Source: an optimization exercise on an open RTL-to-GDS flow (aim: small area, a short achievable clock period and few clock cycles). Production flows keep margins and buffers that such runs may drop.

==> run a: inputs <==
==> flow/design.v (excerpt) <==
module lcdc (
    input  wire        clk,
    input  wire        rst,       
    input  wire        req,
    input  wire        we,
    input  wire [17:0] addr,
    input  wire [31:0] wdata,
    input  wire [3:0]  wstrb,
    output reg         rsp,
    output reg         rsp_err,
    output reg  [31:0] rdata
);
    localparam BUF_BYTES = 32;
    localparam NB        = 8 * BUF_BYTES;    
    localparam PAT_MAX   = 32;
    localparam OP_CONFIGURE     = 4'h1;
    localparam OP_DECODE_BYTES  = 4'h2;
    localparam OP_DECODE_BITS   = 4'h3;
    localparam OP_BYTES_TO_BITS = 4'h4;
    localparam OP_BITS_TO_BYTES = 4'h5;
    localparam OP_INT_TO_BITS   = 4'h6;
    localparam OP_BITS_TO_INT   = 4'h7;
    localparam E_CONFIG   = 3'h1;
    localparam E_ENCODING = 3'h2;
    localparam E_ILLEGAL  = 3'h3;
    localparam E_RANGE    = 3'h4;
    localparam E_NOTCFG   = 3'h5;
    localparam E_LOCKED   = 3'h6;
    reg [31:0] cmd_q;
    reg        busy, done, pad, cfg_valid;
    reg [2:0]  err_code;                  
    reg [31:0] in_len_q, in_nbits_q, arg_q, result_q;
    reg [8:0]  out_nbits_q;               
    reg [31:0] one_pat_q, zero_pat_q;
    reg [5:0]  one_len_q, zero_len_q;
    reg [NB-1:0] in_vec;
    reg [NB-1:0] out_vec;
    reg [8:0]  ecur;      
    reg [8:0]  rem;       
    reg [8:0]  k;         
    reg [2:0]  widx;      
    reg        sub;       
    reg        ph;        
    reg        s_hit_q;   
    reg [7:0]  ob;        
    reg [15:0] wr;        
    wire [3:0] op    = cmd_q[3:0];
    wire       inv   = cmd_q[4];
    wire       rev   = cmd_q[5];
    wire [5:0] width = cmd_q[13:8];
    wire err = err_code != 3'h0;
    wire [8:0] out_nb_p7 = out_nbits_q + 9'd7;
    wire [5:0] out_len = out_nb_p7[8:3];
    wire [1:0]  region = addr[17:16];
    wire [15:0] off    = addr[15:0];
    wire misaligned = addr[1:0] != 2'b00;
    wire hi_zero    = off[15:6] == 10'h0;
    wire is_reg     = region == 2'd0 && hi_zero && off[5:2] < 4'd14;
    wire is_in      = region == 2'd1 && hi_zero && !off[5];
    wire is_out     = region == 2'd2 && hi_zero && !off[5];
  ...
export LEC_CHECK = 0
export CAP_MARGIN = 20
export CORE_MARGIN = 2
export CORE_UTILIZATION = 40
export CTS_BUF_LIST = sky130_fd_sc_hd__clkbuf_4 sky130_fd_sc_hd__clkbuf_8
export SETUP_SLACK_MARGIN = 5
export SLEW_MARGIN = 20
create_clock -name core_clock -period 10.0 [get_ports {clk}]
run.sh (not shown) runs the stock make flow with config.mk's settings and CLKGATE_MAP_FILE= SYNTH_SCRIPT=/design/flow/synth_recipe.tcl, a recipe that flattens the netlist after the stock synthesis.
==> run b (differences from run a) <==
--- a/flow/design.v
+++ b/flow/design.v
@@ -113,55 +113,62 @@
                     addr[4:2] == gw && addr[1:0] == 2'b00)
                     in_vec[NB-1-32*gw -: 32] <= wdata;
             end
         end
     endgenerate
-    wire [31:0] lowmask_w = width[5] ? 32'hFFFF_FFFF : ~(32'hFFFF_FFFF << width[4:0]);
+    wire [5:0]  c_width   = wdata[13:8];
+    wire [3:0]  c_op      = wdata[3:0];
+    wire        c_inv     = wdata[4];
+    wire        c_rev     = wdata[5];
+    wire [31:0] lowmask_w = c_width[5] ? 32'hFFFF_FFFF : ~(32'hFFFF_FFFF << c_width[4:0]);
     reg        legal;
-    reg [2:0]  chk_code;       
+    reg [2:0]  chk_issue;      
     always @(*) begin
         legal = 1'b0;
-        if (cmd_q[7:6] == 2'b00 && cmd_q[31:14] == 18'h0) begin
-            case (op)
+        if (wdata[7:6] == 2'b00 && wdata[31:14] == 18'h0) begin
+            case (c_op)
                 OP_CONFIGURE, OP_DECODE_BYTES, OP_DECODE_BITS,
                 OP_BYTES_TO_BITS, OP_BITS_TO_BYTES:
-                    legal = !inv && !rev && width == 6'd0;
-                OP_INT_TO_BITS: legal = !inv && !rev;
-                OP_BITS_TO_INT: legal = width == 6'd0;
+                    legal = !c_inv && !c_rev && c_width == 6'd0;
+                OP_INT_TO_BITS: legal = !c_inv && !c_rev;
+                OP_BITS_TO_INT: legal = c_width == 6'd0;
                 default:        legal = 1'b0;
             endcase
         end
-        chk_code = 3'h0;
+        chk_issue = 3'h0;
         if (!legal)
-            chk_code = E_ILLEGAL;
+            chk_issue = E_ILLEGAL;
         else begin
-            case (op)
+            case (c_op)
                 OP_CONFIGURE:
                     if (cfg_valid)
-                        chk_code = E_LOCKED;
+                        chk_issue = E_LOCKED;
                     else if (one_len_q == 6'd0 || one_len_q > PAT_MAX ||
                              zero_len_q == 6'd0 || zero_len_q > PAT_MAX)
-                        chk_code = E_CONFIG;
+                        chk_issue = E_CONFIG;
                 OP_DECODE_BYTES:
-                    if (!cfg_valid)                chk_code = E_NOTCFG;
-                    else if (in_len_q > BUF_BYTES) chk_code = E_RANGE;
+                    if (!cfg_valid)                chk_issue = E_NOTCFG;
+                    else if (in_len_q > BUF_BYTES) chk_issue = E_RANGE;
                 OP_DECODE_BITS:
-                    if (!cfg_valid)                chk_code = E_NOTCFG;
-                    else if (in_nbits_q > NB)      chk_code = E_RANGE;
+                    if (!cfg_valid)                chk_issue = E_NOTCFG;
+                    else if (in_nbits_q > NB)      chk_issue = E_RANGE;
                 OP_BYTES_TO_BITS:
-                    if (in_len_q > BUF_BYTES)      chk_code = E_RANGE;
+                    if (in_len_q > BUF_BYTES)      chk_issue = E_RANGE;
                 OP_BITS_TO_BYTES:
-                    if (in_nbits_q > NB)           chk_code = E_RANGE;
+                    if (in_nbits_q > NB)           chk_issue = E_RANGE;
                 OP_BITS_TO_INT:
-                    if (in_nbits_q > 32)           chk_code = E_RANGE;
+                    if (in_nbits_q > 32)           chk_issue = E_RANGE;
                 OP_INT_TO_BITS:
                     if ((arg_q & ~lowmask_w) != 32'h0)
-                        chk_code = E_ENCODING;
+                        chk_issue = E_ENCODING;
                 default: ;
             endcase
         end
     end
+    reg [2:0]  chk_code;
+    always @(posedge clk)
+        if (issue) chk_code <= chk_issue;
     wire is_dec  = op == OP_DECODE_BYTES || op == OP_DECODE_BITS;
     wire is_word = op == OP_BYTES_TO_BITS || op == OP_BITS_TO_BYTES || op == OP_INT_TO_BITS;
     reg  [8:0] n;
     always @(*) begin
         case (op)
@@ -241,18 +248,31 @@
     always @(*) begin
         for (j = 0; j < 32; j = j + 1)
             wrev[j] = wint[31-j];
     end
     wire [31:0] toint = ((rev ? wrev : wint) & lowmask) ^ (inv ? lowmask : 32'h0);
+    function [3:0] soff(input integer s, input integer a, input [1:0] u1, input [1:0] u0);
+        soff = a * u1 + (s - a) * u0;
+    endfunction
     reg       fast;
     reg [1:0] q1, q0;          
     reg [3:0] p1, p0;          
+    reg [2:0] so2_1;           
+    reg [3:0] so3_0, so3_1, so3_2, so3_3;    
+    reg [3:0] so4_1, so4_3;                  
     always @(posedge clk) begin : g_cfg
         integer t;
         fast <= one_len_q <= 6'd4 && zero_len_q <= 6'd4;
         q1   <= one_len_q[1:0] - 2'd1;
         q0   <= zero_len_q[1:0] - 2'd1;
+        so2_1 <= soff(2, 1, one_len_q[1:0] - 2'd1, zero_len_q[1:0] - 2'd1);
+        so3_0 <= soff(3, 0, one_len_q[1:0] - 2'd1, zero_len_q[1:0] - 2'd1);
+        so3_1 <= soff(3, 1, one_len_q[1:0] - 2'd1, zero_len_q[1:0] - 2'd1);
+        so3_2 <= soff(3, 2, one_len_q[1:0] - 2'd1, zero_len_q[1:0] - 2'd1);
+        so3_3 <= soff(3, 3, one_len_q[1:0] - 2'd1, zero_len_q[1:0] - 2'd1);
+        so4_1 <= soff(4, 1, one_len_q[1:0] - 2'd1, zero_len_q[1:0] - 2'd1);
+        so4_3 <= soff(4, 3, one_len_q[1:0] - 2'd1, zero_len_q[1:0] - 2'd1);
         for (t = 0; t < 4; t = t + 1) begin
             p1[t] <= one_pat_q[(one_len_q[1:0] - 2'd1 - t) & 2'h3];
             p0[t] <= zero_pat_q[(zero_len_q[1:0] - 2'd1 - t) & 2'h3];
         end
     end
@@ -281,12 +301,28 @@
                 if (m1[b] && !(vld[x+b] && wr[x+b] == p1[b])) pm1[x] = 1'b0;
                 if (m0[b] && !(vld[x+b] && wr[x+b] == p0[b])) pm0[x] = 1'b0;
             end
         end
     end
-    function [3:0] soff(input integer s, input integer a, input [1:0] u1, input [1:0] u0);
-        soff = a * u1 + (s - a) * u0;
+    function [3:0] rsoff(input integer s, input integer a);
+        case (s * 8 + a)
+            8:  rsoff = {2'b00, q0};
+            9:  rsoff = {2'b00, q1};
+            16: rsoff = {1'b0, q0, 1'b0};
+            17: rsoff = {1'b0, so2_1};
+            18: rsoff = {1'b0, q1, 1'b0};
+            24: rsoff = so3_0;
+            25: rsoff = so3_1;
+            26: rsoff = so3_2;
+            27: rsoff = so3_3;
+            32: rsoff = {q0, 2'b00};
+            33: rsoff = so4_1;
+            34: rsoff = {so2_1, 1'b0};
+            35: rsoff = so4_3;
+            36: rsoff = {q1, 2'b00};
+            default: rsoff = 4'd0;
+        endcase
     endfunction
     reg [4:0] alive [0:4];
     reg [3:0] obits;
     reg [3:0] okv;
     reg       h1, h0, t1, t0;
@@ -298,11 +334,11 @@
         for (s = 0; s < 4; s = s + 1) begin
             for (a = 0; a <= s; a = a + 1) begin
                 t1 = 1'b0;
                 t0 = 1'b0;
                 for (o = 0; o <= 3 * s; o = o + 1) begin
-                    if (soff(s, a, q1, q0) == o) begin
+                    if (rsoff(s, a) == o) begin
                         t1 = pm1[s + o];
                         t0 = pm0[s + o];
                     end
                 end
                 h1 = t1;
@@ -317,18 +353,27 @@
         end
         for (s = 0; s < 4; s = s + 1)
             okv[s] = alive[s+1] != 5'b0;
     end
     wire [1:0] cnt = okv[2] ? 2'd3 : okv[1] ? 2'd2 : okv[0] ? 2'd1 : 2'd0;    
-    reg [3:0] adv4;      
-    always @(*) begin
-        adv4 = 4'd0;
-        for (a = 0; a < 5; a = a + 1)
-            if (alive[4][a])
-                adv4 = adv4 | soff(4, a, q1, q0);
+    reg [3:0]  adv4;      
+    reg [8:0]  f_ecur, f_rem, ra;
+    reg [15:0] f_vld;
+    always @(*) begin
+        adv4   = 4'd0;
+        f_ecur = 9'd0;
+        f_rem  = 9'd0;
+        f_vld  = 16'd0;
+        for (a = 0; a < 5; a = a + 1) begin
+            ra = rem - 9'd4 - {5'b0, rsoff(4, a)};
+            if (alive[4][a]) begin
+                adv4   = adv4 | rsoff(4, a);
+                f_ecur = f_ecur | (ecur + 9'd4 + {5'b0, rsoff(4, a)});
+                f_rem  = f_rem | ra;
+            end
+        end
     end
-    wire [8:0] rem_adv = rem - 9'd4 - {5'b0, adv4};
     wire [31:0] cat = {win[31:16], wr};         
     wire [27:0] cat4 = cat[31:4];
     wire [15:0] f_wr = cat4 >> adv4;
     wire [7:0] ob_base = (k[2:0] == 3'd0) ? 8'h00 : ob;
     reg  [7:0] new_byte;
@@ -381,14 +426,14 @@
             if (is_word) begin
                 ecur <= ecur + 9'd32;
                 rem  <= rem - 9'd32;
                 widx <= widx + 3'd1;
             end else if (fast) begin
-                ecur <= ecur + 9'd4 + {5'b0, adv4};
-                rem  <= rem_adv;
+                ecur <= f_ecur;
+                rem  <= f_rem;
                 for (j = 0; j < 16; j = j + 1)
-                    vld[j] <= rem_adv > j;
+                    vld[j] <= f_rem > j;
                 wr   <= f_wr;
                 k    <= k + 9'd4;
                 ob   <= new_byte;
             end else if (!ph) begin
                 s_hit_q <= s_hit;
==> run c (differences from run a) <==
--- a/flow/design.v
+++ b/flow/design.v
@@ -64,11 +64,11 @@
                                  word == 4'd7 || word == 4'd12 || word == 4'd13);
     wire reg_lock   = is_reg && (word >= 4'd8 && word <= 4'd11);
     wire wr_bad = busy || wstrb != 4'hF || reg_ro || is_out || (reg_lock && cfg_valid);
     wire bad    = misaligned || !mapped || (we && wr_bad);
     wire wr_ok  = req && we && !bad;
-    wire issue  = req && we && addr == 18'h0 && wstrb == 4'hF && !busy;
+    wire issue  = wr_ok && is_reg && word == 4'd0;
     reg [31:0] rd_val;
     always @(*) begin
         rd_val = 32'h0;
         if (is_reg) begin
             case (word)
@@ -107,12 +107,11 @@
     end
     genvar gw;
     generate
         for (gw = 0; gw < 8; gw = gw + 1) begin : g_in
             always @(posedge clk) begin
-                if (req && we && !busy && wstrb == 4'hF && addr[17:5] == 13'h0800 &&
-                    addr[4:2] == gw && addr[1:0] == 2'b00)
+                if (wr_ok && is_in && off[4:2] == gw)
                     in_vec[NB-1-32*gw -: 32] <= wdata;
             end
         end
     endgenerate
     wire [31:0] lowmask_w = width[5] ? 32'hFFFF_FFFF : ~(32'hFFFF_FFFF << width[4:0]);
@@ -241,34 +240,30 @@
     always @(*) begin
         for (j = 0; j < 32; j = j + 1)
             wrev[j] = wint[31-j];
     end
     wire [31:0] toint = ((rev ? wrev : wint) & lowmask) ^ (inv ? lowmask : 32'h0);
-    reg       fast;
-    reg [1:0] q1, q0;          
-    reg [3:0] p1, p0;          
-    always @(posedge clk) begin : g_cfg
-        integer t;
-        fast <= one_len_q <= 6'd4 && zero_len_q <= 6'd4;
-        q1   <= one_len_q[1:0] - 2'd1;
-        q0   <= zero_len_q[1:0] - 2'd1;
-        for (t = 0; t < 4; t = t + 1) begin
-            p1[t] <= one_pat_q[(one_len_q[1:0] - 2'd1 - t) & 2'h3];
-            p0[t] <= zero_pat_q[(zero_len_q[1:0] - 2'd1 - t) & 2'h3];
-        end
-    end
+    wire fast = one_len_q <= 6'd4 && zero_len_q <= 6'd4;
     wire [5:0]  s_len  = sub ? zero_len_q : one_len_q;
     wire [31:0] s_pat  = sub ? zero_pat_q : one_pat_q;
     wire        s_hit  = {3'b000, s_len} <= rem && (((wint ^ s_pat) & lowmask) == 32'h0);
     always @(*) begin
         if (op == OP_BITS_TO_INT) lm_len = in_nbits_q[5:0];
         else                      lm_len = s_len;
     end
+    wire [1:0] q1 = one_len_q[1:0] - 2'd1;      
+    wire [1:0] q0 = zero_len_q[1:0] - 2'd1;
     reg  [15:0] vld;                             
-    reg [3:0] m1, m0;
+    always @(*) begin
+        for (j = 0; j < 16; j = j + 1)
+            vld[j] = rem > j;
+    end
+    reg [3:0] p1, p0, m1, m0;
     always @(*) begin
         for (j = 0; j < 4; j = j + 1) begin
+            p1[j] = one_pat_q[(q1 - j) & 2'h3];
+            p0[j] = zero_pat_q[(q0 - j) & 2'h3];
             m1[j] = j <= q1;
             m0[j] = j <= q0;
         end
     end
     reg [12:0] pm1, pm0;
@@ -317,21 +312,26 @@
         end
         for (s = 0; s < 4; s = s + 1)
             okv[s] = alive[s+1] != 5'b0;
     end
     wire [1:0] cnt = okv[2] ? 2'd3 : okv[1] ? 2'd2 : okv[0] ? 2'd1 : 2'd0;    
-    reg [3:0] adv4;      
+    reg [4:0] adv;
+    reg [8:0] f_ecur, f_rem;
     always @(*) begin
-        adv4 = 4'd0;
-        for (a = 0; a < 5; a = a + 1)
-            if (alive[4][a])
-                adv4 = adv4 | soff(4, a, q1, q0);
+        adv    = 5'd0;
+        f_ecur = 9'd0;
+        f_rem  = 9'd0;
+        for (a = 0; a < 5; a = a + 1) begin
+            if (alive[4][a]) begin
+                adv    = adv    | (5'd4 + {1'b0, soff(4, a, q1, q0)});
+                f_ecur = f_ecur | (ecur + 9'd4 + {5'b0, soff(4, a, q1, q0)});
+                f_rem  = f_rem  | (rem  - 9'd4 - {5'b0, soff(4, a, q1, q0)});
+            end
+        end
     end
-    wire [8:0] rem_adv = rem - 9'd4 - {5'b0, adv4};
     wire [31:0] cat = {win[31:16], wr};         
-    wire [27:0] cat4 = cat[31:4];
-    wire [15:0] f_wr = cat4 >> adv4;
+    wire [15:0] f_wr = cat >> adv;
     wire [7:0] ob_base = (k[2:0] == 3'd0) ? 8'h00 : ob;
     reg  [7:0] new_byte;
     always @(*) begin
         new_byte = ob_base;
         if (fast) begin
@@ -371,24 +371,20 @@
             rem  <= n_issue;
             k    <= 9'd0;
             widx <= 3'd0;
             sub  <= 1'b0;
             ph   <= 1'b0;
-            for (j = 0; j < 16; j = j + 1) begin
-                wr[j]  <= in_vec[NB-1-j];
-                vld[j] <= n_issue > j;
-            end
+            for (j = 0; j < 16; j = j + 1)
+                wr[j] <= in_vec[NB-1-j];
         end else if (busy) begin
             if (is_word) begin
                 ecur <= ecur + 9'd32;
                 rem  <= rem - 9'd32;
                 widx <= widx + 3'd1;
             end else if (fast) begin
-                ecur <= ecur + 9'd4 + {5'b0, adv4};
-                rem  <= rem_adv;
-                for (j = 0; j < 16; j = j + 1)
-                    vld[j] <= rem_adv > j;
+                ecur <= f_ecur;
+                rem  <= f_rem;
                 wr   <= f_wr;
                 k    <= k + 9'd4;
                 ob   <= new_byte;
             end else if (!ph) begin
                 s_hit_q <= s_hit;
@@ -424,12 +420,11 @@
             one_pat_q   <= 32'h0;
             zero_pat_q  <= 32'h0;
             one_len_q   <= 6'h0;
             zero_len_q  <= 6'h0;
         end else begin
-            if (req && we && !busy && wstrb == 4'hF && addr[17:6] == 12'h0 &&
-                addr[1:0] == 2'b00 && !(word[3] && cfg_valid)) begin
+            if (wr_ok && is_reg) begin
                 case (word)
                     4'd2:  in_len_q   <= wdata;
                     4'd3:  in_nbits_q <= wdata;
                     4'd4:  arg_q      <= wdata;
                     4'd8:  one_pat_q  <= wdata;
Settings changed: CTS_BUF_LIST sky130_fd_sc_hd__clkbuf_4 sky130_fd_sc_hd__clkbuf_8 to not set, SETUP_SLACK_MARGIN 5 to 4.5.
==> qor summary <==
metric	run c	run a	run b
Largest vdd supply drop	0.137 mV	0.124 mV	0.146 mV
Post-CTS repair timing setup buffer count	116	136	16
Placed cell count	7003	7089	7668
Met2 WL	104000 um	106000 um	107000 um
Outcome	no timing/DRC/antenna violations	no timing/DRC/antenna violations	no timing/DRC/antenna violations
Placed instance area	56300 um2	56200 um2	59400 um2
Number of clock buffers inserted by TritonCTS	92	155	158
Sequential area share after synthesis	42.3%	43.6%	41.8%
Floorplan die width	370 um	370 um	382 um
Fraction of layout cells with a size suffix above 1	18.9%	19.7%	14.4%
Synth cell types	116	116	125
Overall via count from detail_route	48.3k	50.8k	52.8k
Fraction of synthesized cell area in xor and xnor cells	4.06%	3.66%	3.94%
Clock Buffer Count	124	226	229
Biggest fanout along the worst timing path	9	17	28
Post-layout worst setup margin	4260 ps	4400 ps	4760 ps
Vertical die dimension	370 um	370 um	382 um
Clock period minus final worst setup slack	5740 ps	5600 ps	5240 ps
Final weighted congestion of routability-driven global placement	1.03	1.06	1.06
Overall routing resource usage	34.1%	36.2%	33.0%
End of the worst register-to-register path	wr[10]	vld[2]	wr[6]
Function was not checked in any run of this note: the RTL went through the layout flow alone.

-- separate check: timing with driven ports --
The results above use ideal ports. As a check the final layouts listed here were re-extracted and re-timed, cells and wires unchanged.
Step 1: set_driving_cell puts a clkbuf_16 on clk and a buf_2 on each other input, an assumption about the parent block.
Step 2, shift: input delay + t, output delay - t, t = (earliest + latest rising clock arrival at the registers) / 2. This alone moves slack from input paths to output paths.
Slacks: no drivers / after step 1 / after step 2; pairs: no drivers / after step 1.
run | shift t [ns] | setup WS [ns] | pins driven straight from the clock port
run a | 0.993 | 4.397 / 4.397 / 3.879 | 1
run b | 1.016 | 4.756 / 4.794 / 3.778 | 1
run c | 0.784 | 4.257 / 4.257 / 3.748 | 1
After both steps every run listed still meets setup and hold. For run b, which loses most, drivers alone change the setup slack by +0.038 ns; drivers and shift together by -0.978 ns.
